This is an optimization exercise on Yosys and OpenROAD, whose aim is small area, a short achievable clock period and few clock cycles per item, not a production implementation.
Function was checked by simulation only, so behaviour that the tests miss may differ from the original.
Power is estimated from default activity; no workload was simulated.

==> design/flow/design.v <==
module si_step #(parameter WR = 32, WM = 32, WX = 34) (
    input  wire [WR-1:0] r,
    input  wire [WM-1:0] c,
    input  wire          da,
    input  wire          db,
    input  wire [WM-1:0] m,
    output wire [WR-1:0] rn,
    output wire [1:0]    q
);
    wire [WX-1:0] a  = {{(WX-WR-1){1'b0}}, r, da};
    wire [WX-1:0] b  = {{(WX-WM){1'b0}}, c};
    wire [WX-1:0] n1 = ~{{(WX-WM){1'b0}}, m};
    wire [WX-1:0] n2 = ~{{(WX-WM-1){1'b0}}, m, 1'b0};
    wire [WX-1:0] s1 = a ^ b ^ n1;
    wire [WX-1:0] k1 = (a & b) | (a & n1) | (b & n1);
    wire [WX-1:0] s2 = a ^ b ^ n2;
    wire [WX-1:0] k2 = (a & b) | (a & n2) | (b & n2);
    wire [WX-1:0] x  = a + b + db;
    wire [WX-1:0] y1 = s1 + {k1[WX-2:0], 1'b1} + db;    
    wire [WX-1:0] y2 = s2 + {k2[WX-2:0], 1'b1} + db;    
    assign q  = !y2[WX-1] ? 2'd2 : !y1[WX-1] ? 2'd1 : 2'd0;
    assign rn = !y2[WX-1] ? y2[WR-1:0] : !y1[WX-1] ? y1[WR-1:0] : x[WR-1:0];
endmodule
module si_step1 (
    input  wire [14:0] r,
    input  wire [15:0] c,
    input  wire        off,
    output wire [14:0] rn,
    output wire [1:0]  q
);
    wire [17:0] a  = {2'b0, r, 1'b0};
    wire [17:0] b  = {2'b0, c};
    wire [17:0] n0 = off ? ~18'd22050 : ~18'd0;
    wire [17:0] n1 = off ? ~18'd44100 : ~18'd22050;
    wire [17:0] n2 = off ? ~18'd66150 : ~18'd44100;
    wire [17:0] s0 = a ^ b ^ n0;
    wire [17:0] k0 = (a & b) | (a & n0) | (b & n0);
    wire [17:0] s1 = a ^ b ^ n1;
    wire [17:0] k1 = (a & b) | (a & n1) | (b & n1);
    wire [17:0] s2 = a ^ b ^ n2;
    wire [17:0] k2 = (a & b) | (a & n2) | (b & n2);
    wire [17:0] y0 = s0 + {k0[16:0], 1'b1};    
    wire [17:0] y1 = s1 + {k1[16:0], 1'b1};    
    wire [17:0] y2 = s2 + {k2[16:0], 1'b1};    
    assign q  = !y2[17] ? 2'd2 : !y1[17] ? 2'd1 : 2'd0;
    assign rn = !y2[17] ? y2[14:0] : !y1[17] ? y1[14:0] : y0[14:0];
endmodule
module si_fast (
    input  wire [15:0] r,
    input  wire [3:0]  v,
    output wire [15:0] rn,
    output reg  [4:0]  q
);
    reg  [15:0] t, sub;
    integer j;
    always @* begin
        t  = 16'd0;
        for (j = 0; j < 16; j = j + 1)
            if (v == j) t = j * 907;
        q = 5'd0;
        sub = 16'd0;
        for (j = 0; j < 128; j = j + 1)
            if (r[15:9] == j) begin
                q   = (j * 8192) / 22050;
                sub = ((j * 8192) / 22050) * 22050;
            end
    end
    wire [15:0] a  = {r[11:0], 4'd0};
    wire [15:0] n  = ~sub;
    wire [15:0] s  = a ^ t ^ n;
    wire [15:0] k  = (a & t) | (a & n) | (t & n);
    wire [15:0] d  = s + {k[14:0], 1'b1};
    assign rn = d;
endmodule
module seq_index (
    input  wire        clk,
    input  wire        rst,
    input  wire        in_valid,
    output wire        in_ready,
    input  wire [31:0] in_block,
    input  wire [31:0] in_num,
    input  wire [31:0] in_den,
    input  wire [12:0] in_len,
    output wire        out_valid,
    input  wire        out_ready,
    output wire [11:0] out_index
);
    reg         rdy;                   
    reg         ov;                    
    reg  [11:0] oidx;
    reg         busy1;                 
    reg         fast;                  
    reg  [5:0]  pos;                   
    reg         started;               
    reg  [31:0] scan;                  
    reg  [15:0] c1, r1;                 
    wire        e = (c1 >= 16'd22050);   
    reg  [31:0] c2, r2;                
    reg  [11:0] c3, M;
    reg  [31:0] den;
    reg  [12:0] len, len3;            
    reg         t2v, t2ph, t2sw, t2fin, t2b, t2f, t2g;
    reg  [1:0]  t2d;
    reg  [4:0]  t2q;
    reg         t3v, t3ph, t3sw, t3fin, t3b;
    reg  [1:0]  t3d;
    wire stall = t3v & t3fin & ov;
    wire        ph1     = pos[5];
    wire        fa      = fast & ~ph1;                
    wire [4:0]  ppos    = pos[4:0];
    wire        z16     = (scan[31:16] == 16'd0);
    wire        z8      = (scan[31:24] == 8'd0);
    wire        can16   = ~started & z16 & (ppos <= 5'd16);
    wire        can8    = ~started & z8  & (ppos <= 5'd24);
    wire        can4    = ~started & (scan[31:28] == 4'd0) & (ppos <= 5'd28);
    wire        skip    = can16 | can8 | can4;
    wire [5:0]  inc     = can16 ? 6'd16 : can8 ? 6'd8 : (can4 | fa) ? 6'd4 : 6'd1;
    wire [5:0]  pos_n   = pos + inc;
    wire        sw1     = (pos_n[5] != pos[5]);       
    wire        fin1    = sw1 & ph1;
    wire [14:0] s1r;
    wire [15:0] f1r;
    wire [1:0]  s1d;
    wire [4:0]  f1q;
    si_step1 u1 (.r(r1[14:0]), .c(scan[31] ? c1 : 16'd0), .off(scan[31] & e),
                 .rn(s1r), .q(s1d));
    si_fast uf (.r(r1), .v(scan[31:28]), .rn(f1r), .q(f1q));
    wire [15:0] r1_n = fa ? f1r : {1'b0, s1r};
    wire [31:0] s2r;
    wire [1:0]  s2d;
    si_step #(.WR(32), .WM(32), .WX(34)) u2 (
        .r(r2), .c((t2g ? c2 : 32'd0) | {27'd0, t2q}),
        .da(t2d[1] | (t2f & t2sw & e)), .db(t2d[1] | t2d[0]), .m(den),
        .rn(s2r), .q(s2d));
    wire [4:0]  acc_lo  = {1'b0, r2[3:0]} + {1'b0, t2q[4:1]};
    wire [23:0] acc_hi  = r2[27:4] + acc_lo[4];
    wire [31:0] acc     = {acc_hi, acc_lo[3:0], t2q[0], 3'd0};
    wire        t2acc   = t2f & ~t2sw;               
    wire [11:0] s3r;
    si_step #(.WR(12), .WM(13), .WX(15)) u3 (
        .r(M), .c((t3b & t3ph) ? {1'b0, c3} : 13'd0),
        .da(t3d[1]), .db(t3d[1] | t3d[0]), .m(len3),
        .rn(s3r), .q());
    wire fin3    = t3v & t3fin & ~ov;           
    wire busy1_n = rdy ? in_valid : (busy1 & ~fin1);
    wire t2v_n   = busy1;
    wire t3v_n   = stall ? t3v : t2v;
    wire t3fin_n = stall ? t3fin : t2fin;
    wire ov_n    = fin3 | (ov & ~out_ready);
    wire t2fin_n = busy1 & fin1;
    wire rdy_n   = ~busy1_n &
                   ((~t2v_n & (~t3v_n | (t3fin_n & ~ov_n))) |
                    (t2v_n & t2fin_n & ~ov_n & ~(t3v_n & t3fin_n)));
    wire fast_in = (in_den[31:26] != 6'd0) |
                   ((in_num[31:24] == 8'd0) & (in_den[31:18] != 14'd0)) |
                   ((in_num[31:16] == 16'd0) & (in_den[31:10] != 22'd0));
    always @(posedge clk) begin
        if (rst) begin
            rdy   <= 1'b1;
            ov    <= 1'b0;
            busy1 <= 1'b0;
            t2v   <= 1'b0;
            t3v   <= 1'b0;
        end else begin
            rdy   <= rdy_n;
            ov    <= ov_n;
            busy1 <= busy1_n;
            t2v   <= t2v_n;
            t3v   <= t3v_n;
        end
    end
    always @(posedge clk) begin
        if (fin3) oidx <= s3r;
        if (!stall) begin
            M     <= (~t3v | t3sw) ? 12'd0 : s3r;
            t3ph  <= t2v & t2ph;
            t3sw  <= t2sw;
            t3fin <= t2fin;
            t3b   <= t2v & t2b;
            t3d   <= (t2v & ~t2acc) ? s2d : 2'd0;
        end
        if (t3v & t3sw & ~t3fin) c3 <= s3r;
        r2 <= (~t2v | t2sw) ? 32'd0 : t2acc ? acc : s2r;
        if (t2v & t2sw & ~t2fin) c2 <= s2r;
        len3  <= len;
        t2ph  <= busy1 & ph1;
        t2sw  <= busy1 & sw1;
        t2fin <= busy1 & fin1;
        t2b   <= busy1 & ~fa & scan[31];
        t2d   <= (busy1 & ~fa) ? s1d : 2'd0;
        t2f   <= busy1 & fa;
        t2q   <= (busy1 & fa) ? f1q : 5'd0;
        t2g   <= busy1 & ph1 & scan[31];
        pos   <= pos_n;
        scan  <= sw1   ? c2 :
                 can16 ? {scan[15:0], 16'd0} :
                 can8  ? {scan[23:0], 8'd0} :
                 (can4 | fa) ? {scan[27:0], 4'd0} :
                         {scan[30:0], 1'b0};
        r1    <= sw1 ? 16'd0 : r1_n;
        if (~skip) started <= 1'b1;
        if (sw1) begin
            started <= 1'b0;
            c1      <= r1_n;
        end
        if (rdy) begin
            fast    <= fast_in;
            pos     <= 6'd0;
            started <= 1'b0;
            scan    <= in_num;
            c2      <= in_block;
            c1      <= 16'd907;
            r1      <= 16'd0;
            r2      <= 32'd0;
            den     <= in_den;
            len     <= in_len;
        end
    end
    assign in_ready  = rdy;
    assign out_valid = ov;
    assign out_index = oidx;
endmodule
==> design/flow/flow/run.sh <==
#!/bin/bash
set -euo pipefail
bash standard.sh SETUP_SLACK_MARGIN=11.3 finish > standard_finish.log 2>&1
==> design/flow/standard.sh <==
#!/bin/bash
# synth_recipe.tcl (not shown) runs the flow's synth.tcl, then flattens the netlist and writes it again
# the make line also repeats each setting of config.mk as NAME=value (left out here)
make -C /OpenROAD-flow-scripts/flow DESIGN_CONFIG=/design/flow/config.mk WORK_HOME=/design/flow/orfs CLKGATE_MAP_FILE= SYNTH_SCRIPT=/design/flow/synth_recipe.tcl "${@:-finish}"
==> design/flow/config.mk <==
export PLATFORM = sky130hd
export DESIGN_NAME = seq_index
export DESIGN_NICKNAME = seq_index
export VERILOG_FILES = /design/flow/design.v
export SDC_FILE = /design/flow/constraint.sdc
export NUM_CORES = 4
export LEC_CHECK = 0
export CAP_MARGIN = 20
export CORE_MARGIN = 2
export CORE_UTILIZATION = 40
export SLEW_MARGIN = 20
==> design/flow/constraint.sdc <==
create_clock -name core_clock -period 16.0 [get_ports {clk}]
set_input_delay 3.2000 -clock core_clock [delete_from_list [all_inputs] [get_ports {clk}]]
set_output_delay 3.2000 -clock core_clock [all_outputs]
set_load 0.01 [all_outputs]
==> results of run 1 <==
[area by class of cell]
type / count / area (sq um) / area share (%)
Multi-Input combinational cell: 2387 / 18800 / 59.4
Clock inverter: 9 / 113 / 0.355
Clock buffer: 53 / 1040 / 3.27
Sequential cell: 254 / 6310 / 19.9
Timing Repair Buffer: 285 / 2880 / 9.10
Tap cell: 855 / 1070 / 3.37
Inverter: 378 / 1460 / 4.61
[state kept, by name (all words and copies together) (netlist names), 2 cells and up]
register,count
r1,16
c1,16
scan,32
M,12
t2q,5
t2d,2
t3d,2
c2,32
len,13
pos,6
oidx,12
den,32
c3,12
r2,32
len3,13
[worst max-delay path by stage]
stage	end	start	depth (start not counted)	slack, ps
2_1_floorplan	c1[13]$_SDFFE_PP0N_	r1[10]$_SDFF_PP0_	21	11310
3_3_place_gp	c1[13]$_SDFFE_PP0N_	r1[10]$_SDFF_PP0_	20	9740
3_5_place_dp	c1[13]$_SDFFE_PP0N_	r1[10]$_SDFF_PP0_	20	9660
4_1_cts	c2[19]$_DFFE_PP_	c1[4]$_SDFFE_PP0N_	21	11100
5_1_grt	c2[12]$_DFFE_PP_	c1[1]$_SDFFE_PP1N_	25	10980
6_report	c2[4]$_DFFE_PP_	c1[1]$_SDFFE_PP1N_	22	11110
[layer usage]
metal	vias up	share of wire [%]	track usage, %
met3	227	7.1	3.06
li1	11558	-	-
met1	11634	43	34.8
met2	999	46	42.8
met5	-	0	0
met4	0	4.3	9.23
[layout by cell type (no fill, tap or decap), types with 25 or more instances in the layout]
| master | count |
|---|---|
| nor2b_1 | 33 |
| xor2_1 | 56 |
| nand2b_1 | 31 |
| edfxtp_1 | 119 |
| nand2_1 | 277 |
| a211oi_1 | 32 |
| xnor2_1 | 118 |
| dfxtp_1 | 122 |
| inv_1 | 364 |
| nand3_1 | 68 |
| o211ai_1 | 25 |
| ha_1 | 217 |
| a21o_1 | 51 |
| clkdlybuf4s50_1 | 122 |
| o21a_1 | 40 |
| a21oi_1 | 228 |
| clkbuf_16 | 43 |
| a31oi_1 | 28 |
| nor2_1 | 208 |
| and3_1 | 34 |
| mux2i_1 | 32 |
| fa_1 | 123 |
| o21ai_0 | 171 |
| buf_4 | 115 |
| nor3_1 | 70 |
[through the flow]
step | util (%) | instance area, sq um
floorplan | - | 25800
global placement | 43.6 | 27900
detailed placement | 43.6 | 27900
CTS | 47.5 | 30500
global route | 49.5 | 31700
finish | 49.5 | 31700
[where the power goes]
part	internal (mW)	total (mW)	switching (mW)
combinational	0.930	2.24	1.31
sequential	0.752	0.822	0.0698
clock	0.481	0.794	0.314
total	2.16	3.86	1.69
[logic make-up after synthesis]
kind of cell | after synthesis | synth area share, %
AND/OR/NAND/NOR | 898 | 16.4
AO/OA/AOI/OAI | 895 | 22.5
multiplexers | 68 | 2.73
adder cells (fa/ha/maj) | 347 | 20.5
XOR/XNOR | 177 | 6.01
flip-flops | 254 | 24.4
buffers and inverters | 503 | 7.47
[worst max-delay path, cell delays in order, from the launching register on]
cell and delay, ps:
dfxtp_2 340, o41ai_4 350, a21oi_2 110, o21ai_1 140, nand2b_1 80, a21oi_2 130
inv_2 80, a31o_4 250, inv_4 60, fa_1 410, ha_2 230, nor2b_4 170
o2111ai_4 160, a31o_4 290, o21ai_4 240, a21oi_4 150, o311a_4 370, nor3_4 140
buf_6 170, buf_12 160, mux2i_4 260, o21ai_4 90, mux2_2 270
[timing repair]
action                     CTS  global route
buffers inserted            49            59
pin swaps                   45            66
gates resized for setup    209           146
setup endpoints to repair  129           136
gates cloned                 7             9
==> key figures, run 1 <==
Run status
  – Outcome: complete, no violations

Final layout
  – Fill cells: 6165
  – Area growth, synth to finish: 23.0%
  – Finished Layout Cells: about 4200
  – Share of layout cells above drive strength 1: between 10% and 20%
  – Nets@finish: between 3000 and 4000
  – Antenna diodes: 0

Logic synthesis
  – Mapped cell area: 25800 sq um
  – Syn avg cell area: roughly 8.2 sq um
  – Yosys cell types: 89
  – YS warnings: 2
  – Mapped Nets: 3602
  – Count leader, synth: inv_1
  – Primary FF master, synth: dfxtp_1
  – Cells after Synth: around 3100
  – Cell taking the most area after synthesis: edfxtp_1
  – Async set-or-reset flop fraction in the synthesized netlist: 0%
  – Post-synth top area share: about 14%
  – Synth area leaders: edfxtp_1 14%, ha_1 11%, dfxtp_1 10%
  – Number of synthesized register bits: 254
  – Number of synthesized flops with an enable pin: between 100 and 150
  – Top post-synthesis cells by count: 372 x inv_1, 292 x nand2_1, 245 x a21oi_1
  – Sequential cell area fraction in the yosys report: between 20% and 30%

STA
  – Final Max Slew Viols: 0
  – Worst Max-Slew Pin Slew: ~1000 ps
  – Slack of the critical path: between 10000 and 15000 ps
  – RSZ-0062 raised after global routing: true
  – Fin crit share: a little under a third
  – Final setup fails: 0
  – Setup_tns: 0 ps
  – Clock skew: between 30 and 40 ps
  – Max Clock Freq: 204 MHz
  – Slew HR: 32.9%
  – Final worst path period need: slightly below 5000 ps
  – Final Hold Fails: 0
  – Hold WS: approximately 340 ps

Floorplanning
  – Die Y: approximately 260 microns
  – DIE AREA: between 60000 and 70000 sq um
  – Site Rows: 93
  – Core area: between 60000 and 70000 sq um
  – Die width: 258 microns
  – Initial Util: between 40 and 50%
  – Io pins: roughly 130

Clock network
  – Clk root buf: clkbuf_16
  – CTS clk-pin slew, worst paths: ~60 ps
  – CTS tree: built
  – # clock sinks: between 200 and 300
  – H-tree levels: 2
  – Clk Latency, worst-skew pair: 560 ps
  – Hold Buf Count CTS: 0
  – Clk buf depth: 3
  – Total CTS buffers: 34

Route
  – Average routed wire per standard cell: about 21 microns
  – Via Count: 24418
  – First-pass iteration count of the detailed router: 7
  – Number of remaining DRC errors: 0
  – DRT iter0 DRCs: roughly 2200
  – Post-DRT Antenna Nets: 0
  – Post-DR vias/cell: 5.78
  – WL final: ~90000 microns

Run
  – Max-cap violation count: 0

Critical path
  – Critical Path Fanout Max: 5
  – Reg2reg setup slack: 11110 ps
  – Crit path required time: about 16000 ps
  – R2r endpoint: c2[4]$_DFFE_PP_
  – Critical Path AT: roughly 5200 ps
  – Reg2Reg Launch Point: c1[1]$_SDFFE_PP1N_
  – Register-to-Register Path Depth: 22
  – WS Path Type: register to register
  – Kind of end point of the critical path: register
  – Worst Setup Start Kind: register

Global routing
  – Gr usage total: 25.9%
  – First-pass GRT wire length: between 100000 and 150000 microns
  – Initial antenna violation count: 0
  – GRT Residual Overflow: 0
  – Vias in the first global route: ~23000
  – Largest net degree at the start of global routing: 69

Min path
  – Hold Path End: len3[7]$_DFF_P_
  – Hold path startpoint: len[7]$_DFFE_PP_
  – Worst Hold Path Cells: 0
  – Worst Hold Class: register to register

Power and ir drop
  – Worst vdd ir: approximately 0.11 mV
  – PD cells: between 100 and 150 nW/um^2
  – PnR Total Power: between 3 and 4 mW
  – Leak: ~14 nW

Place
  – Pre-CTS setup slack: around 9700 ps
  – Routability cong.: ~0.97
  – Detail Placement HPWL: approximately 65000 microns
  – IO Port Bufs: approximately 130
  – Placed cells: between 4000 and 5000
Testbench counts, summed over its fixed seeds: cycles 102,223, items 3,200.
==> run 2: changes to the inputs <==
==> design/flow/flow/run.sh (replaced) <==
#!/bin/bash
set -euo pipefail
bash standard.sh SETUP_SLACK_MARGIN=11 CTS_CLUSTER_SIZE=20 CTS_CLUSTER_DIAMETER=180 finish > standard_finish.log 2>&1
==> run 2 against run 1 <==
Compared with the run above:
- die area unchanged
- clock-buffer cell count down 27
- clock power down 44%
- global-route usage down 0.68 points
- sequential share of layout area up 1.1 points
- largest power group unchanged
- first-iteration DRC count down 3.0%
==> key figures, run 2 <==
Logic synthesis
  – Post-synthesis mux area share: ~2.7%
  – Largest family of logic cells by synthesized area: compound AO/OA/AOI/OAI gates
  – Simple-gate portion of the synthesized area: between 10% and 20%
  – YS warnings: 2
  – Post-synth top area share: between 10% and 20%
  – Count leader, synth: inv_1
  – Async set-or-reset flop fraction in the synthesized netlist: 0%
  – Cell taking the most area after synthesis: edfxtp_1
  – Synth Area in XOR/XNOR: 6.01%
  – Number of synthesized register bits: about 250
  – Yosys cell types: 89
  – Compound-gate portion of the synthesized area: a little under a quarter
  – Syn avg cell area: slightly above 8 sq um
  – Mapped cell area: about 26000 sq um
  – Synth area leaders: edfxtp_1 14%, ha_1 11%, dfxtp_1 10%
  – Number of synthesized flops with an enable pin: between 100 and 150
  – Primary FF master, synth: dfxtp_1
  – Top post-synthesis cells by count: 372 x inv_1, 292 x nand2_1, 245 x a21oi_1
  – Mapped Nets: between 3000 and 4000
  – Sequential cell area fraction in the yosys report: between 20 and 25%
  – Adder and majority cell fraction of the synthesized area: 20.5%
  – Cells after Synth: about 3100

Floorplanning
  – DIE AREA: approximately 66000 sq um
  – Core area: around 64000 sq um
  – Io pins: between 100 and 150
  – Initial Util: between 40% and 50%
  – Die width: 258 microns
  – Die Y: around 260 microns
  – Site Rows: a little over 90

STA
  – Setup_tns: 0 ps
  – Final worst path period need: approximately 5000 ps
  – Final setup fails: 0
  – Final Hold Fails: 0
  – RSZ-0062 raised after global routing: true
  – Fin crit share: 31.1%
  – Max Clock Freq: 201 MHz
  – Clock skew: between 15 and 20 ps
  – Worst Max-Slew Pin Slew: around 900 ps
  – Final Max Slew Viols: 0
  – Slew HR: 39.8%

Final layout
  – Antenna diodes: 0
  – Final Util: 46.9%
  – Most common cell after layout, fill and taps aside: inv_1
  – Most frequent cells in the layout: 366 x inv_1, 282 x nand2_1, 235 x a21oi_1
  – Share of layout cells above drive strength 1: 9.21%
  – Nets@finish: 3719
  – Area growth, synth to finish: 16.7%

Clock network
  – Clk Latency, worst-skew pair: around 530 ps
  – CTS clk-pin slew, worst paths: around 100 ps
  – Clk root buf: clkbuf_16
  – Clk buf depth: 3
  – CTS tree: built
  – # clock sinks: between 200 and 300
  – H-tree levels: 1
  – Total CTS buffers: 16
  – Hold Buf Count CTS: 0

Critical path
  – Critical Path AT: around 5300 ps
  – Worst Setup Start Kind: register
  – Register-to-Register Path Depth: 20
  – WS Path Type: register to register
  – Critical Path Fanout Max: 7
  – Crit path required time: between 15000 and 20000 ps
  – Kind of end point of the critical path: register

Power and ir drop
  – PD cells: roughly 110 nW/um^2
  – Leak: ~13 nW
  – Worst vdd ir: approximately 0.10 mV

Place
  – Detail Placement HPWL: between 60000 and 70000 microns
  – Routability cong.: slightly below 1
  – IO Port Bufs: around 130

Global routing
  – Initial antenna violation count: 2
  – Gr usage total: roughly 25%
  – First-pass GRT wire length: 132000 microns
  – Vias in the first global route: around 23000
  – GRT Residual Overflow: 0
  – Largest net degree at the start of global routing: just under 70

Route
  – Number of remaining DRC errors: 0
  – Post-DRT Antenna Nets: 0
  – First-pass iteration count of the detailed router: 8
  – Via Count: approximately 24000
  – DRT iter0 DRCs: ~2100
  – Average routed wire per standard cell: between 20 and 25 microns
  – Post-DR vias/cell: about 5.7
  – WL final: between 80000 and 90000 microns

Run
  – Max-cap violation count: 0

Min path
  – Worst Hold Path Cells: 0
  – Worst Hold Class: register to register

Run status
  – Outcome: complete, no violations
run 2: worst max-delay path: stages (launching register included):
cell,delay (ps)
dfxtp_4,370
o41ai_4,360
a21oi_2,110
o21ai_1,140
nand2b_1,70
a21oi_2,130
inv_2,90
a31o_4,250
inv_4,70
fa_1,420
ha_2,230
nor2b_4,160
o2111ai_4,160
a31o_4,290
o21ai_4,230
a21oi_4,150
o311a_4,370
or3_4,530
mux2i_2,250
o21ai_2,80
mux2_2,260
run 2: power by group:
| group | internal (mW) | total (mW) | switching (mW) |
|---|---|---|---|
| logic | 0.810 | 2.01 | 1.20 |
| clock network | 0.200 | 0.445 | 0.245 |
| registers | 0.749 | 0.821 | 0.0720 |
run 2: stage by stage:
step                      std cells  power (mW)  hold WS, ps  setup slack (ps)  instance area (sq um)
after floorplan                3142        2.16          323             11310                  25800
after global placement         4035        2.69          325              9740                  27900
after detailed placement       4035        2.68          328              9660                  27900
after CTS                      4089        3.17          348             10920                  29100
after global routing           4123        3.51          355             10860                  30100
final                          4123        3.28          345             11020                  30100
run 2: area by class of cell:
cell class	count	area [sq um]
fill	6307	34100
clock buffer	26	459
inverter	378	1450
tap	855	1070
timing repair buffer	223	2320
sequential	254	6300
multi-input combinational	2386	18500
clock inverter	1	8.76
run 2: layer usage:
layer / global-route usage, % / wire length [microns]
met5: 0 / 27
met4: 8.11 / 3130
met3: 3.27 / 6400
met2: 41.6 / 40900
met1: 34.2 / 37700
run 2: path summary, 6_finish.rpt:
| kind | startpoint | to | slack [ps] |
|---|---|---|---|
| worst max-delay path | c1[1]$_SDFFE_PP1N_ | c2[15]$_DFFE_PP_ | 11020 |
| worst min-delay path | len[1]$_DFFE_PP_ | len3[1]$_DFF_P_ | 350 |
| worst max register to register | c1[1]$_SDFFE_PP1N_ | c2[15]$_DFFE_PP_ | 11020 |
| worst min register to register | len[1]$_DFFE_PP_ | len3[1]$_DFF_P_ | 350 |
run 2: timing repair:
action                                  CTS  global route
gates resized for setup                  99           147
buffers inserted                         23            28
endpoints found under the setup margin  100           122
pin swaps                                18            43
cloned                                    4             6
run 2: cells by family after synthesis:
logic type / count (synthesis)
buffers and inverters: 503
flip-flops: 254
adder cells (fa/ha/maj): 347
multiplexers: 68
AND/OR/NAND/NOR: 898
AO/OA/AOI/OAI: 895
XOR/XNOR: 177
==> run 3: changes to the inputs <==
==> design/flow/flow/run.sh (replaced) <==
#!/bin/bash
set -euo pipefail
bash standard.sh SETUP_SLACK_MARGIN=11 finish > standard_finish.log 2>&1
==> run 3 against run 2 <==
Compared with the run above:
- still clean on timing, DRC and antenna
- total power grew 11%
- critical path depth rose by 2
- register-to-register slack gained 70 ps
- global-route usage grew 0.29 points
- first-iteration DRC count fell by 0.98%
- final area is 1.9% higher
- sequential power barely moved
- worst setup slack better by 75 ps
- flip-flop and latch count is the same
- maximum frequency is 1.5% higher
- area after synthesis unchanged
- largest cell class unchanged
==> key figures, run 3 <==
Final layout
  – Area growth, synth to finish: 18.9%
  – Nets@finish: approximately 3700
  – Fill cells: between 6000 and 7000
  – Most frequent cells in the layout: 366 x inv_1, 283 x nand2_1, 235 x a21oi_1
  – Fin area: 30600 sq um
  – Antenna diodes: 0
  – Share of layout cells above drive strength 1: under 10%
  – Most common cell after layout, fill and taps aside: inv_1
  – Multi-input gate area: around 18000 sq um
  – Register area: 6300 sq um

Run status
  – Outcome: complete, no violations

Global routing
  – Met2 GRT Util: a little over two fifths
  – Vias in the first global route: between 20000 and 25000
  – GRT Max-Usage Layer: met2
  – Met3 Usage GRT: 2.97%
  – Initial antenna violation count: 1
  – GRT Residual Overflow: 0
  – First-pass GRT wire length: between 100000 and 150000 microns
  – Gr usage total: 25.5%
  – GR met1 Demand/Resource: between 30 and 40%
  – Largest net degree at the start of global routing: 69

STA
  – Fin crit share: a little under a third
  – Worst Max-Slew Pin Slew: around 900 ps
  – Final setup fails: 0
  – Clock skew: 28.7 ps
  – Final worst path period need: slightly below 5000 ps
  – Slew HR: between 40 and 50%
  – Max Clock Freq: 204 MHz
  – Setup_tns: 0 ps
  – Final Max Slew Viols: 0
  – Final Hold Fails: 0
  – RSZ-0062 raised after global routing: true

Place
  – Routability cong.: 0.968
  – Detail Placement HPWL: between 60000 and 70000 microns
  – IO Port Bufs: 126
  – Dpl cell area: about 28000 sq um

Power and ir drop
  – PD cells: between 100 and 150 nW/um^2
  – Leak: 13.8 nW
  – Worst vdd ir: ~0.091 mV

Clock network
  – # clock sinks: ~250
  – CTS clk-pin slew, worst paths: approximately 60 ps
  – H-tree levels: 2
  – Hold Buf Count CTS: 0
  – Clk buf depth: 3
  – Total CTS buffers: 34
  – Clk root buf: clkbuf_16
  – Clk Latency, worst-skew pair: between 500 and 600 ps
  – CTS tree: built

Critical path
  – Reg2reg setup slack: about 11000 ps
  – Crit path required time: 16310 ps
  – Slowest-stage cell, CP: fa_1
  – Kind of end point of the critical path: register
  – Worst Setup Start Kind: register
  – Critical path endpoint: c2[4]$_DFFE_PP_
  – R2r endpoint: c2[4]$_DFFE_PP_
  – Reg2Reg Launch Point: c1[4]$_SDFFE_PP0N_
  – Cell Chain, Critical Path: o41ai_4, a21oi_2, o21ai_1, nand2b_1, a21oi_2, inv_2, a31o_4, inv_4, fa_1, ha_2, nor2b_4, o2111ai_4, a31o_4, o21ai_4, a21oi_4, o311a_4, nor3_4, buf_6, buf_12, mux2i_2, o21ai_2, mux2_2
  – Critical Path Fanout Max: 5
  – Register-to-Register Path Depth: 22
  – CP peak stage delay: approximately 410 ps
  – Critical Path AT: approximately 5200 ps
  – WS Path Type: register to register
  – Critical Path Start: c1[4]$_SDFFE_PP0N_

Floorplanning
  – Core area: 64100 sq um
  – Site Rows: just over 90
  – Io pins: between 100 and 150
  – DIE AREA: 66500 sq um
  – Die width: about 260 microns
  – Initial Util: roughly 40%
  – Die Y: 258 microns

Logic synthesis
  – Post-synth top area share: around 14%
  – Simple-gate portion of the synthesized area: between 15 and 20%
  – Synth Area in XOR/XNOR: 6.01%
  – Cell taking the most area after synthesis: edfxtp_1
  – Async set-or-reset flop fraction in the synthesized netlist: 0%
  – Count leader, synth: inv_1
  – Largest family of logic cells by synthesized area: compound AO/OA/AOI/OAI gates
  – Top post-synthesis cells by count: 372 x inv_1, 292 x nand2_1, 245 x a21oi_1
  – Yosys cell types: 89
  – Number of synthesized register bits: 254
  – Synth area leaders: edfxtp_1 14%, ha_1 11%, dfxtp_1 10%
  – Primary FF master, synth: dfxtp_1
  – Cells after Synth: 3142
  – YS warnings: 2
  – Mapped cell area: between 20000 and 30000 sq um
  – Adder and majority cell fraction of the synthesized area: between 20% and 30%
  – Compound-gate portion of the synthesized area: between 20% and 30%
  – Mapped Nets: 3602
  – Sequential cell area fraction in the yosys report: about a quarter
  – Post-synthesis mux area share: roughly 2.7%
  – Syn avg cell area: just over 8 sq um
  – Number of synthesized flops with an enable pin: roughly 120

Route
  – First-pass iteration count of the detailed router: 6
  – Number of remaining DRC errors: 0
  – WL final: 88200 microns
  – DRT iter0 DRCs: 2126
  – Post-DR vias/cell: 5.76
  – Post-DRT Antenna Nets: 0
  – Via Count: around 24000
  – Average routed wire per standard cell: ~21 microns

Run
  – Max-cap violation count: 0

Min path
  – Worst Hold Class: register to register
[run 3: cell counts after synthesis]
No cell type changed its count.
[run 3: worst min path at each step]
stage,startpoint,to,slack (ps),cells past startpoint
global placement,len[10]$_DFFE_PP_,len3[10]$_DFF_P_,330,0
global route,len[5]$_DFFE_PP_,len3[5]$_DFF_P_,340,0
detailed placement,len[10]$_DFFE_PP_,len3[10]$_DFF_P_,330,0
finish,len[7]$_DFFE_PP_,len3[7]$_DFF_P_,340,0
CTS,len[5]$_DFFE_PP_,len3[5]$_DFF_P_,340,0
floorplan,len[0]$_DFFE_PP_,len3[0]$_DFF_P_,320,0
[run 3: cell families after synthesis]
logic type,Yosys count
DFF,254
buffers and inverters,503
xor gates and xnor gates,177
and+or+nand+nor,898
adders and majority gates,347
AOI/OAI and AO/OA,895
muxes,68
[run 3: repair_timing]
item                                    4_1_cts  5_1_grt
cloned                                        5        6
pin swaps                                    23       28
endpoints found under the setup margin       99      119
buffers inserted                             27       35
resized for setup                           102      107
[run 3: power by group]
| group | switching (mW) | leakage (nW) | internal (mW) |
|---|---|---|---|
| Sequential | 0.0727 | 2.34 | 0.751 |
| Clock | 0.312 | 0.565 | 0.480 |
| Combinational | 1.21 | 10.9 | 0.823 |
| Total | 1.60 | 13.8 | 2.05 |
[run 3: final cells by class]
cell class / count / area share, %
repair buffers: 235 / 7.85
flip-flops and latches: 254 / 20.6
well taps: 855 / 3.49
multi-input cells: 2386 / 59.6
clock buffers: 53 / 3.38
inverters: 378 / 4.77
clock inverters: 9 / 0.368
[run 3: through the flow]
stage	setup WS (ps)	std cells	power [mW]	utilization [%]	hold WS, ps
global placement	9740	4035	2.69	43.6	325
finish	11090	4170	3.65	47.8	338
global route	10870	4170	3.89	47.8	338
floorplan	11310	3142	2.16	-	323
CTS	10940	4129	3.53	46.5	339
detailed placement	9660	4035	2.68	43.6	328
[run 3: routing by layer]
layer	vias up	routed length (microns)
met5	-	11
met4	2	3330
met3	191	6610
met2	1024	40500
met1	11352	37800
li1	11453	-
[run 3: worst max-delay path, delay by kind of cell, from the launching register on]
family                     cells  cell delay, ps
muxes                          2             500
adders and majority gates      2             640
DFF                            1             340
AOI/OAI and AO/OA             11            2300
buffers and inverters          4             480
and+or+nand+nor                3             390
==> run 4: changes to the inputs <==
--- a/design/flow/design.v
+++ b/design/flow/design.v
@@ -119,4 +119,6 @@
     wire        sw1     = (pos_n[5] != pos[5]);       
     wire        fin1    = sw1 & ph1;
+    wire        nz16    = (in_num[31:16] == 16'd0);
+    wire        c2z16   = (c2[31:16] == 16'd0);
     wire [14:0] s1r;
     wire [15:0] f1r;
@@ -192,6 +194,6 @@
         t2q   <= (busy1 & fa) ? f1q : 5'd0;
         t2g   <= busy1 & ph1 & scan[31];
-        pos   <= pos_n;
-        scan  <= sw1   ? c2 :
+        pos   <= (sw1 & ~ph1 & c2z16) ? 6'd48 : pos_n;
+        scan  <= sw1   ? (c2z16 ? {c2[15:0], 16'd0} : c2) :
                  can16 ? {scan[15:0], 16'd0} :
                  can8  ? {scan[23:0], 8'd0} :
@@ -206,7 +208,7 @@
         if (rdy) begin
             fast    <= fast_in;
-            pos     <= 6'd0;
+            pos     <= nz16 ? 6'd16 : 6'd0;
             started <= 1'b0;
-            scan    <= in_num;
+            scan    <= nz16 ? {in_num[15:0], 16'd0} : in_num;
             c2      <= in_block;
             c1      <= 16'd907;
==> run 4 against run 3 <==
Compared with the run above:
- still clean on timing, DRC and antenna
- critical path depth up 2
- worst setup slack worse by 50 ps
- global-route usage up 0.11 points
- worst hold slack worse by 3.8 ps
- synthesized cell count down 0.45%
- maximum frequency down 1.0%
- wire length down 0.58%
==> key figures, run 4 <==
Place
  – IO Port Bufs: 126
  – Routability cong.: 0.979
  – Placed cells: 4025
  – Detail Placement HPWL: 65000 microns

Floorplanning
  – Die width: 259 microns
  – Die Y: approximately 260 microns
  – Site Rows: between 90 and 100
  – Core area: approximately 64000 sq um
  – DIE AREA: 66900 sq um
  – Io pins: 127
  – Initial Util: around two fifths

Final layout
  – Most frequent cells in the layout: 366 x inv_1, 271 x nand2_1, 244 x a21oi_1
  – Most common cell after layout, fill and taps aside: inv_1
  – Area growth, synth to finish: 18.4%
  – Share of layout cells above drive strength 1: between 10% and 20%
  – Fill cells: ~6400
  – Final Util: between 40% and 50%
  – Multi-input gate area: ~19000 sq um
  – Finished Layout Cells: 4157
  – Register area: about 6300 sq um
  – Nets@finish: between 3000 and 4000
  – Antenna diodes: 0

Logic synthesis
  – Sequential cell area fraction in the yosys report: 24.2%
  – Synth Area in XOR/XNOR: under 10%
  – Number of synthesized register bits: roughly 250
  – Primary FF master, synth: dfxtp_1
  – Compound-gate portion of the synthesized area: about 23%
  – Synth area leaders: edfxtp_1 14%, ha_1 11%, dfxtp_1 10%
  – Yosys cell types: 100
  – Number of synthesized flops with an enable pin: between 100 and 150
  – Async set-or-reset flop fraction in the synthesized netlist: 0%
  – Count leader, synth: inv_1
  – YS warnings: 2
  – Syn avg cell area: around 8.3 sq um
  – Post-synth top area share: 13.8%
  – Largest family of logic cells by synthesized area: compound AO/OA/AOI/OAI gates
  – Top post-synthesis cells by count: 375 x inv_1, 277 x nand2_1, 258 x a21oi_1
  – Mapped cell area: between 20000 and 30000 sq um
  – Cell taking the most area after synthesis: edfxtp_1
  – Adder and majority cell fraction of the synthesized area: between 20% and 30%
  – Simple-gate portion of the synthesized area: between 15 and 20%
  – Mapped Nets: ~3600
  – Cells after Synth: ~3100
  – Post-synthesis mux area share: under 10%

Route
  – Via Count: approximately 24000
  – WL final: 87700 microns
  – Average routed wire per standard cell: 21.1 microns
  – Post-DRT Antenna Nets: 0
  – Number of remaining DRC errors: 0
  – First-pass iteration count of the detailed router: 9
  – DRT iter0 DRCs: 2145
  – Post-DR vias/cell: roughly 5.8

Global routing
  – Gr usage total: between 20% and 30%
  – Vias in the first global route: about 23000
  – Initial antenna violation count: 0
  – GRT Residual Overflow: 0
  – First-pass GRT wire length: 134000 microns
  – Largest net degree at the start of global routing: 73

Min path
  – Hold path startpoint: len[9]$_DFFE_PP_
  – Hold Path End: len3[9]$_DFF_P_
  – Worst Hold Class: register to register
  – Worst Hold Path Cells: 0

Clock network
  – Clk buf depth: 3
  – Total CTS buffers: 34
  – Clk root buf: clkbuf_16
  – Hold Buf Count CTS: 0
  – H-tree levels: 2
  – Clk Latency, worst-skew pair: roughly 550 ps
  – # clock sinks: 254
  – CTS clk-pin slew, worst paths: approximately 60 ps
  – CTS tree: built

STA
  – Max Clock Freq: 202 MHz
  – Clock skew: 26.6 ps
  – Final Max Slew Viols: 0
  – Final setup fails: 0
  – Worst Max-Slew Pin Slew: approximately 1100 ps
  – Hold WS: 334 ps
  – Slew HR: 24.0%
  – Fin crit share: between 30% and 40%
  – RSZ-0062 raised after global routing: true
  – Final Hold Fails: 0
  – Final worst path period need: roughly 5000 ps
  – Setup_tns: 0 ps

Power and ir drop
  – Leak: approximately 14 nW
  – PD cells: 119 nW/um^2
  – Worst vdd ir: between 0.09 and 0.1 mV

Critical path
  – Reg2reg setup slack: 11040 ps
  – R2r endpoint: c2[21]$_DFFE_PP_
  – Reg2Reg Launch Point: c1[1]$_SDFFE_PP1N_
  – Critical Path AT: 5250 ps
  – Crit path required time: between 15000 and 20000 ps
  – Worst Setup Start Kind: register
  – Critical Path Fanout Max: 8
  – Register-to-Register Path Depth: 24
  – Kind of end point of the critical path: register
  – WS Path Type: register to register

Run
  – Max-cap violation count: 0

Run status
  – Outcome: complete, no violations
==> run 4: where the power goes <==
group | internal [mW] | total (mW) | switching, mW
registers | 0.751 | 0.824 | 0.0735
clock network | 0.440 | 0.758 | 0.317
logic | 0.838 | 2.06 | 1.23
total | 2.03 | 3.65 | 1.62
==> run 4: worst max-delay path by stage <==
stage | endpoint | start | cells past startpoint | slack (ps)
floorplan | c1[8]$_SDFFE_PP1N_ | c1[1]$_SDFFE_PP1N_ | 20 | 11280
global placement | c1[2]$_SDFFE_PP0N_ | c1[1]$_SDFFE_PP1N_ | 21 | 9930
detailed placement | c1[14]$_SDFFE_PP0N_ | r1[11]$_SDFF_PP0_ | 21 | 9930
CTS | c1[14]$_SDFFE_PP0N_ | r1[11]$_SDFF_PP0_ | 21 | 10920
global route | c2[21]$_DFFE_PP_ | c1[1]$_SDFFE_PP1N_ | 24 | 10860
finish | c2[21]$_DFFE_PP_ | c1[1]$_SDFFE_PP1N_ | 24 | 11040
==> run 4: metrics by stage <==
step | setup slack [ps] | total power, mW | instance area [sq um]
2_1_floorplan | 11280 | 2.21 | 25900
3_3_place_gp | 9930 | 2.70 | 28100
3_5_place_dp | 9930 | 2.69 | 28100
4_1_cts | 10920 | 3.51 | 29800
5_1_grt | 10860 | 3.89 | 30700
6_report | 11040 | 3.65 | 30700
==> run 4: what timing repair did <==
item / CTS / global route
endpoints found under the setup margin: 103 / 124
pin swaps: 22 / 43
resized for setup: 75 / 138
cloned: 3 / 3
buffers inserted: 33 / 31
==> run 4: metal layers <==
layer	track usage, %	wire length, microns	vias up	part of all wire, %
li1	-	-	11425	-
met1	34.5	37400	11395	43
met2	41.6	39800	1025	45
met3	4.40	7350	194	8.4
met4	8.32	3180	0	3.6
met5	0	0	-	0
==> run 4: cells by family (layout without fill, tap and decap cells) <==
kind of cell    Yosys count  count (layout)
compound gates          908             908
fa+ha+maj               348             348
buf+inv                 498             670
xor+xnor                172             172
flops                   254             254
mux                      72              74
simple gates            876             876
==> run 4: area by class of cell <==
cell class | count | area share [%]
multi-input cells | 2378 | 60.5
repair buffers | 229 | 7.36
clock inverters | 13 | 0.354
inverters | 379 | 4.73
clock buffers | 49 | 3.15
flip-flops and latches | 254 | 20.5
well taps | 855 | 3.48
==> run 4: critical path, stage by stage, from the launching register on <==
cell      delay [ps]
dfxtp_4          360
o41ai_4          380
a21oi_2          100
o21ai_1          140
nand2b_1          80
a21oi_2          130
inv_2             90
a31o_4           260
inv_4             90
ha_4             140
inv_4             40
ha_4             220
nor2b_4          120
o31ai_2          170
buf_4            170
a21oi_4           70
o311ai_4         400
o211ai_4         150
a41oi_2          220
a31oi_4          130
buf_12           200
mux2i_4          360
buf_12           250
nor2_4            80
a221o_1          370
Testbench counts of run 4, summed over its fixed seeds: cycles 98,652, items 3,200.
==> run 5: changes to the inputs <==
--- a/design/flow/design.v
+++ b/design/flow/design.v
@@ -109,11 +109,9 @@
     wire        fa      = fast & ~ph1;                
     wire [4:0]  ppos    = pos[4:0];
-    wire        z16     = (scan[31:16] == 16'd0);
     wire        z8      = (scan[31:24] == 8'd0);
-    wire        can16   = ~started & z16 & (ppos <= 5'd16);
     wire        can8    = ~started & z8  & (ppos <= 5'd24);
     wire        can4    = ~started & (scan[31:28] == 4'd0) & (ppos <= 5'd28);
-    wire        skip    = can16 | can8 | can4;
-    wire [5:0]  inc     = can16 ? 6'd16 : can8 ? 6'd8 : (can4 | fa) ? 6'd4 : 6'd1;
+    wire        skip    = can8 | can4;
+    wire [5:0]  inc     = can8 ? 6'd8 : (can4 | fa) ? 6'd4 : 6'd1;
     wire [5:0]  pos_n   = pos + inc;
     wire        sw1     = (pos_n[5] != pos[5]);       
@@ -196,5 +194,4 @@
         pos   <= (sw1 & ~ph1 & c2z16) ? 6'd48 : pos_n;
         scan  <= sw1   ? (c2z16 ? {c2[15:0], 16'd0} : c2) :
-                 can16 ? {scan[15:0], 16'd0} :
                  can8  ? {scan[23:0], 8'd0} :
                  (can4 | fa) ? {scan[27:0], 4'd0} :
==> design/flow/flow/run.sh (replaced) <==
#!/bin/bash
set -euo pipefail
bash standard.sh SETUP_SLACK_MARGIN=11 CTS_CLUSTER_SIZE=20 CTS_CLUSTER_DIAMETER=180 finish > standard_finish.log 2>&1
==> run 5 against run 4 <==
Compared with the run above:
- clock power is 41% lower
- largest power group unchanged
- register-to-register slack worse by 70 ps
- synthesized cell count shrank 0.64%
- still clean on timing, DRC and antenna
- critical path type unchanged
- first-iteration DRC count grew 9.1%
==> key figures, run 5 <==
Run status
  – Outcome: complete, no violations

Logic synthesis
  – Count leader, synth: inv_1
  – Number of synthesized register bits: 254
  – Cells after Synth: between 3000 and 4000
  – Top post-synthesis cells by count: 386 x inv_1, 282 x a21oi_1, 274 x nand2_1
  – Number of synthesized flops with an enable pin: between 100 and 150
  – Async set-or-reset flop fraction in the synthesized netlist: 0%
  – Post-synth top area share: between 10 and 15%
  – Synth area leaders: edfxtp_1 14%, ha_1 11%, dfxtp_1 11%
  – Primary FF master, synth: dfxtp_1
  – Mapped Nets: between 3000 and 4000
  – Mapped cell area: around 26000 sq um
  – Cell taking the most area after synthesis: edfxtp_1
  – YS warnings: 2
  – Yosys cell types: 93
  – Sequential cell area fraction in the yosys report: around a quarter
  – Syn avg cell area: 8.24 sq um

Min path
  – Worst Hold Class: register to register
  – Worst Hold Path Cells: 0
  – Hold path startpoint: len[9]$_DFFE_PP_

Clock network
  – Clk Latency, worst-skew pair: 550 ps
  – CTS tree: built
  – H-tree levels: 1
  – Total CTS buffers: 16
  – Clk root buf: clkbuf_16
  – Hold Buf Count CTS: 0
  – Clk buf depth: 3
  – CTS clk-pin slew, worst paths: around 90 ps
  – # clock sinks: between 200 and 300

Critical path
  – WS Path Type: register to register
  – Crit path required time: between 15000 and 20000 ps
  – CP most frequent cell: a21oi_2
  – Reg2Reg Launch Point: c1[4]$_SDFFE_PP0N_
  – Cell Chain, Critical Path: o41ai_4, a21oi_2, o21ai_1, nand2b_1, a21oi_2, inv_2, a31o_4, inv_4, fa_2, ha_4, inv_2, fa_2, a211oi_4, o21a_1, or4b_4, o211ai_4, and3_4, nor3_2, nor3_2, xor2_1, a21oi_2, o31ai_2
  – Worst Setup Start Kind: register
  – Critical Path AT: ~5400 ps
  – Critical Path Start: c1[4]$_SDFFE_PP0N_
  – CP peak stage delay: 580 ps
  – Critical Path Fanout Max: 4
  – Slowest-stage cell, CP: or4b_4
  – Register-to-Register Path Depth: 22
  – Reg2reg setup slack: 10980 ps
  – Kind of end point of the critical path: register

Power and ir drop
  – Switching Fraction: between 40% and 50%
  – NetSw: between 1.5 and 2 mW
  – P_int: about 1.8 mW
  – Leak: between 10 and 15 nW
  – Seq pwr share: roughly a quarter
  – PD cells: 110 nW/um^2
  – Clock power share: between 10 and 15%
  – Worst vdd ir: about 0.11 mV
  – Logic pwr share: between 60% and 70%

STA
  – Final worst path period need: roughly 5000 ps
  – Hold WS: about 340 ps
  – Max Clock Freq: around 200 MHz
  – Slew HR: between 30% and 40%
  – Final setup fails: 0
  – Setup_tns: 0 ps
  – Worst Max-Slew Pin Slew: about 990 ps
  – Fin crit share: approximately a third
  – Final Max Slew Viols: 0
  – RSZ-0062 raised after global routing: true
  – Final Hold Fails: 0
  – Clock skew: approximately 35 ps

Route
  – Max Used Layer: met4
  – DRT iter0 DRCs: ~2300
  – M1 wire length: roughly 39000 microns
  – First-pass iteration count of the detailed router: 6
  – Metal3 WL: between 6000 and 7000 microns
  – Post-DR vias/cell: 5.92
  – Number of remaining DRC errors: 0
  – DR WL met2: ~42000 microns
  – WL final: 90800 microns
  – Via Count: 24384
  – Average routed wire per standard cell: ~22 microns
  – Post-DRT Antenna Nets: 0

Floorplanning
  – Io pins: roughly 130
  – Initial Util: between 40 and 50%
  – DIE AREA: ~66000 sq um
  – Site Rows: a little over 90
  – Die Y: about 260 microns
  – Core area: between 60000 and 70000 sq um
  – Die width: around 260 microns

Place
  – Routability cong.: between 0.9 and 1
  – Detail Placement HPWL: 67600 microns
  – IO Port Bufs: approximately 130

Global routing
  – Gr usage total: between 20% and 30%
  – First-pass GRT wire length: ~140000 microns
  – Vias in the first global route: roughly 24000
  – GRT Residual Overflow: 0
  – Largest net degree at the start of global routing: slightly below 80
  – Initial antenna violation count: 2

Final layout
  – Area growth, synth to finish: 17.1%
  – Most frequent cells in the layout: 379 x inv_1, 270 x a21oi_1, 264 x nand2_1
  – Most common cell after layout, fill and taps aside: inv_1
  – Fill cells: about 6000
  – Nets@finish: roughly 3700
  – Share of layout cells above drive strength 1: roughly a tenth

Run
  – Max-cap violation count: 0
## run 5: kinds of logic (layout without fill, tap and decap cells)
kind of cell | Yosys count | after routing | synth area share (%)
muxes | 53 | 53 | 2.13
and+or+nand+nor | 819 | 819 | 14.9
buffers and inverters | 502 | 666 | 7.50
other | 0 | 1 | 0
adders and majority gates | 347 | 347 | 20.6
DFF | 254 | 254 | 24.5
xor gates and xnor gates | 172 | 172 | 5.88
AOI/OAI and AO/OA | 961 | 962 | 24.5
## run 5: layer usage
layer	global-route usage, %	vias to the layer above
met5	0	-
met4	7.12	0
met3	2.43	179
met2	43.8	1112
met1	36.2	11774
li1	-	11319
## run 5: final timing paths
check / end
worst max-delay path: c2[30]$_DFFE_PP_
worst min-delay path: len3[9]$_DFF_P_
worst max register to register: c2[30]$_DFFE_PP_
worst min register to register: len3[9]$_DFF_P_
## run 5: power groups by stage
stage | Sequential (mW) | Combinational (mW) | Clock [mW]
2_1_floorplan | 0.804 | 1.40 | 0
3_3_place_gp | 0.839 | 1.82 | 0
3_5_place_dp | 0.838 | 1.85 | 0
4_1_cts | 0.819 | 1.91 | 0.459
5_1_grt | 0.827 | 2.22 | 0.482
6_report | 0.821 | 2.02 | 0.451
## run 5: what timing repair did
| action | in CTS | in global routing |
|---|---|---|
| pin swaps | 26 | 52 |
| cloned | 4 | 6 |
| hold endpoints to repair | 0 | 0 |
| setup endpoints to repair | 142 | 123 |
| resized for setup | 99 | 106 |
| buffers inserted | 31 | 46 |
## run 5: cell type report
cell class,instances,area (sq um),area share [%]
repair buffers,247,2500,8.33
diodes,1,2.50,0.00835
well taps,846,1060,3.53
flip-flops and latches,254,6280,21.0
clock buffers,27,463,1.54
clock inverters,1,8.76,0.0292
multi-input cells,2353,18200,60.6
inverters,391,1490,4.97
## run 5: metrics by stage
| step | worst slack [ps] | power (mW) | instances | instance area [sq um] | util (%) |
|---|---|---|---|---|---|
| 2_1_floorplan | 11390 | 2.20 | 3108 | 25600 | - |
| 3_3_place_gp | 9100 | 2.66 | 4003 | 27800 | 43.9 |
| 3_5_place_dp | 9490 | 2.69 | 4004 | 27800 | 44.0 |
| 4_1_cts | 10960 | 3.19 | 4067 | 29000 | 46.0 |
| 5_1_grt | 10840 | 3.53 | 4119 | 30000 | 47.4 |
| 6_report | 10980 | 3.30 | 4120 | 30000 | 47.4 |
## run 5: critical path: cells and delay by family, from the launching register on
family,cells,cell delay (ps)
simple gates,5,1190
buf+inv,3,210
compound gates,10,2030
xor+xnor,1,190
flops,1,350
fa+ha+maj,3,870
Testbench counts of run 5, summed over its fixed seeds: cycles 98,652, items 3,200.

-- port drivers added, routing unchanged --
In the flow no input, the clock included, has a driving cell. The finished layouts below were timed again as built, in two steps.
Step 1, drivers: a clkbuf_16 drives clk and a buf_2 each remaining input, both assumed.
Step 2, shift: input delay + t, output delay - t, t = (earliest + latest rising clock arrival at the registers) / 2. This alone moves slack from input paths to output paths.
Three values: ideal ports, drivers, drivers and shift; two values: the first two.
run | shift t [ns] | setup slack, ns | cell pins on the clock port's net
run 1 | 0.601 | 11.107 / 11.107 / 10.979 | 1
run 2 | 0.585 | 11.019 / 11.019 / 10.928 | 1
run 3 | 0.603 | 11.094 / 11.094 / 10.990 | 1
run 4 | 0.600 | 11.044 / 11.044 / 10.519 | 1
run 5 | 0.593 | 10.979 / 10.979 / 10.479 | 1
After both steps setup and hold are still met in every run listed. For run 4, which loses most, drivers alone change the setup slack by 0.000 ns; drivers and shift together by -0.525 ns.
